This design comes from an exercise in tuning for small area, a short achievable clock period and few clock cycles per item on the open sky130 flow, not from production work. RTL that was checked went through simulation tests only; none was proved equivalent to the original.

==> inputs of build 7 <==
Design fsk_goertzel_demod, start of the top module:
module fsk_goertzel_demod (
    input  wire        clk,
    input  wire        rst,
    input  wire        in_valid,
    output wire        in_ready,
    input  wire [1:0]  in_cmd,
    input  wire [15:0] in_data,
    input  wire [15:0] cfg_spb,
    input  wire [15:0] cfg_coeff0,
    input  wire [15:0] cfg_coeff1,
    output reg         out_valid,
    output reg  [7:0]  out_byte
);
==> flow/config.mk <==
export PLATFORM = sky130hd
export DESIGN_NAME = fsk_goertzel_demod
export DESIGN_NICKNAME = fsk_goertzel_demod
export VERILOG_FILES = /design/flow/design.v
export SDC_FILE = /design/flow/constraint.sdc
export NUM_CORES = 4
export LEC_CHECK = 0
export CAP_MARGIN = 20
export CORE_MARGIN = 2
export CORE_UTILIZATION = 40
export SLEW_MARGIN = 20
==> flow/constraint.sdc <==
create_clock -name core_clock -period 20.0 [get_ports {clk}]
set_input_delay 4.0000 -clock core_clock [delete_from_list [all_inputs] [get_ports {clk}]]
set_output_delay 4.0000 -clock core_clock [all_outputs]
set_load 0.01 [all_outputs]
standard.sh (not shown) runs the stock make flow with config.mk's settings and CLKGATE_MAP_FILE= SYNTH_SCRIPT=/design/flow/synth_recipe.tcl, a recipe that flattens the netlist after the stock synthesis.
==> flow/flow/run.sh <==
#!/bin/bash
# Own layout flow: the standard ORFS flow, with the port buffers chosen as
# buf_2 cells and timing repair aiming at a setup slack well above the 20 ns
# clock's (the clock period and all constraints are unchanged).
set -euo pipefail
export BUFFER_PORTS_ARGS="-buffer_cell sky130_fd_sc_hd__buf_2"
export SETUP_SLACK_MARGIN=14.8
bash standard.sh synth > synth.log 2>&1
bash standard.sh > layout.log 2>&1
==> trial 91 (differences from build 7) <==
--- a/flow/design.v
+++ b/flow/design.v
@@ -34,11 +34,10 @@
     reg [27:0] acc;
     reg        sticky, last8, kill, eida;
     reg        f_ld, f_l4, f_v, f_pz, f_pd, f_ps, f_mc, f_pre, f_dec, f_e2, f_st, f_cl;
     reg        bq_one, bq_two, bq_neg;
     reg [2:0]  bcnt;
-    reg [6:0]  sh;           
     wire st_start = v0 && c0 == 2'd1;
     wire st_end   = v0 && c0 == 2'd2;
     wire st_smp   = v0 && c0 == 2'd0;
     wire do_start = st_start && !active && spb != 16'd0;
     wire do_end   = st_end && active;
@@ -53,11 +52,11 @@
     wire        wl_n     = wcnt_n == 16'd1;
     wire        dm_n     = active_n && !pre_n;      
     wire        ld_cfg   = !active_n;
     wire [3:0]  pcnt_n   = do_start ? 4'd0 : (do_pre && wl) ? pcnt + 4'd1 : pcnt;
     wire        pe_n     = active_n && pre_n && pcnt_n == 4'd15 && wl_n && spb == 16'd1;
-    wire [5:0]  ec_n = trig ? 6'd1 : (ec == 6'd0 || ec == 6'd46) ? 6'd0 : ec + 6'd1;
+    wire [5:0]  ec_n = rst ? 6'd0 : trig ? 6'd1 : (ec == 6'd0 || ec == 6'd46) ? 6'd0 : ec + 6'd1;
     wire        stall_n = trig || (ec_n != 6'd0 && ((wl_n && dm_n) || pe_n));
     wire        rdy_n   = !((in_valid && rdy && in_cmd == 2'd0 && dm_n) || stall_n);
     wire        rdy_o_n = !(stall_n || (in_valid && rdy_o && in_cmd == 2'd0 && dm_n));
     wire        commit  = do_data || cm2;
     wire        wlast_c = do_data ? wl : wl2;
@@ -826,11 +825,11 @@
         d1 <= d2;
         d2 <= f_ld ? {r2[23], r2, 1'b0} :
               (f_l4 || f_v) ? {sum[24:0], 1'b0} :
               {d0[25], d0[25], d0[25:3], d0[2]};
         acc <= sum;
-        ec  <= rst ? 6'd0 : ec_n;
+        ec  <= ec_n;
         ej  <= ej_n;
         if (f_cl) sticky <= 1'b0;
         else if (f_st && acc[1:0] != 2'd0) sticky <= 1'b1;
         f_ld  <= ec_n == 6'd2 || ec_n == 6'd3;
         f_l4  <= ec_n == 6'd4;
@@ -841,11 +840,11 @@
         f_st  <= ec_n >= 6'd8 && ej_n == 2'd0;
         f_cl  <= ec_n == 6'd7;
         f_mc  <= ec_n >= 6'd2 && ec_n <= 6'd4;
         f_pre <= ec_n >= 6'd2 && ec_n <= 6'd6;
         f_e2  <= ej_n == 2'd2;
-        f_dec <= ec_n == 6'd46 && !rst;
+        f_dec <= ec_n == 6'd46;
         bq_one <= d1[1] ^ d1[0];
         bq_two <= (d1[2] & ~d1[1] & ~d1[0]) | (~d1[2] & d1[1] & d1[0]);
         bq_neg <= d1[2];
         if (trig) begin
             eida  <= idb;
@@ -875,10 +874,8 @@
                 if (!clr) bcnt <= last8 ? 3'd0 : bcnt + 3'd1;
                 out_valid <= last8;
             end
         end
     end
-    always @(posedge clk) begin
-        if (f_dec && !kill_e) sh <= {sh[5:0], bit_dec};
-        if (f_dec && last8) out_byte <= {sh, bit_dec};
-    end
+    always @(posedge clk)
+        if (f_dec && !kill_e) out_byte <= {out_byte[6:0], bit_dec};
 endmodule
==> flow/flow/run.sh (replaced) <==
#!/bin/bash
# Own layout flow: the standard ORFS flow, with the port buffers chosen as
# buf_2 cells and timing repair aiming at a setup slack well above the 20 ns
# clock's (the clock period and all constraints are unchanged).
set -euo pipefail
export BUFFER_PORTS_ARGS="-buffer_cell sky130_fd_sc_hd__buf_2"
export SETUP_SLACK_MARGIN=15
bash standard.sh synth > synth.log 2>&1
bash standard.sh > layout.log 2>&1
--- a/flow/config.mk
+++ b/flow/config.mk
@@ -5,7 +5,7 @@
 export SDC_FILE = /design/flow/constraint.sdc
 export NUM_CORES = 4
 export LEC_CHECK = 0
 export CAP_MARGIN = 20
 export CORE_MARGIN = 2
-export CORE_UTILIZATION = 40
+export CORE_UTILIZATION = 60
 export SLEW_MARGIN = 20
==> build 4 (differences from build 7) <==
--- a/flow/design.v
+++ b/flow/design.v
@@ -877,8 +877,8 @@
             end
         end
     end
     always @(posedge clk) begin
         if (f_dec && !kill_e) sh <= {sh[5:0], bit_dec};
-        if (f_dec && last8) out_byte <= {sh, bit_dec};
+        out_byte <= {sh, bit_dec};    
     end
 endmodule
==> flow/flow/run.sh (replaced) <==
#!/bin/bash
# Own layout flow: the standard ORFS flow, with the port buffers chosen as
# buf_2 cells and timing repair aiming at a setup slack well above the 20 ns
# clock's (the clock period and all constraints are unchanged).
set -euo pipefail
export BUFFER_PORTS_ARGS="-buffer_cell sky130_fd_sc_hd__buf_2"
export SETUP_SLACK_MARGIN=15.1
bash standard.sh synth > synth.log 2>&1
bash standard.sh > layout.log 2>&1
--- a/flow/config.mk
+++ b/flow/config.mk
@@ -6,6 +6,7 @@
 export NUM_CORES = 4
 export LEC_CHECK = 0
 export CAP_MARGIN = 20
 export CORE_MARGIN = 2
 export CORE_UTILIZATION = 40
+export CTS_CLUSTER_SIZE = 40
 export SLEW_MARGIN = 20
==> results_dict.tcl <==
set metrics [dict create \
    use_met3_pct 3.92 \
    clk_latency_ns 0.59 \
    status "no timing/DRC/antenna violations" \
    reg2reg_from "cb[13]$_DFF_P_" \
    preCtsSetupSlack_ns 14.53 \
    synth_edf_count 42 \
]
(the above is from trial 91)
==> results_dict.tcl <==
set metrics [dict create \
    reg2reg_from "cb[13]$_DFF_P_" \
    synth_area_sq_um 27200 \
    synth_edf_count 49 \
    preCtsSetupSlack_ns 14.50 \
    status "no timing/DRC/antenna violations" \
    clk_latency_ns 0.60 \
    use_met3_pct 2.30 \
]
(the above is from build 7)
==> results_dict.tcl <==
set metrics [dict create \
    preCtsSetupSlack_ns 14.20 \
    clk_latency_ns 0.61 \
    netlist.top_cell.by_area "dfxtp_1" \
    status "no timing/DRC/antenna violations" \
    use_met3_pct 2.69 \
    reg2reg_from "frm$_DFF_P_" \
    synth_edf_count 41 \
    grt_util_met1_pct 26.2 \
]
(the above is from build 4)
Testbench counts of build 4, summed over its fixed seeds: cycles 269,736, items 384.
No functional check of the RTL was part of build 7 and trial 91.

separate check: timing with driven ports:
No port has a modelled driver above. Below, the same layouts with a new extraction and two added sets of constraints. Step 1, drivers: a clkbuf_16 drives clk and a buf_2 each remaining input, both assumed. Step 2 also shifts input and output timing later by t, the mid clock arrival at the registers, as if the neighbouring blocks saw the same clock. Three values: ideal, step 1, step 2; two values: the first two.
| run | shift t [ns] | setup WS [ns] | worst register clock-pin slew, ns |
|---|---|---|---|
| build 7 | 0.653 | 14.878 / 14.817 / 15.069 | 0.07 / 0.07 |
| trial 91 | 0.640 | 14.852 / 14.794 / 14.590 | 0.06 / 0.06 |
| build 4 | 0.647 | 14.948 / 14.890 / 14.980 | 0.07 / 0.07 |
After both steps every run listed still meets setup and hold. For trial 91, which loses most, drivers alone change the setup slack by -0.058 ns; drivers and shift together by -0.262 ns.
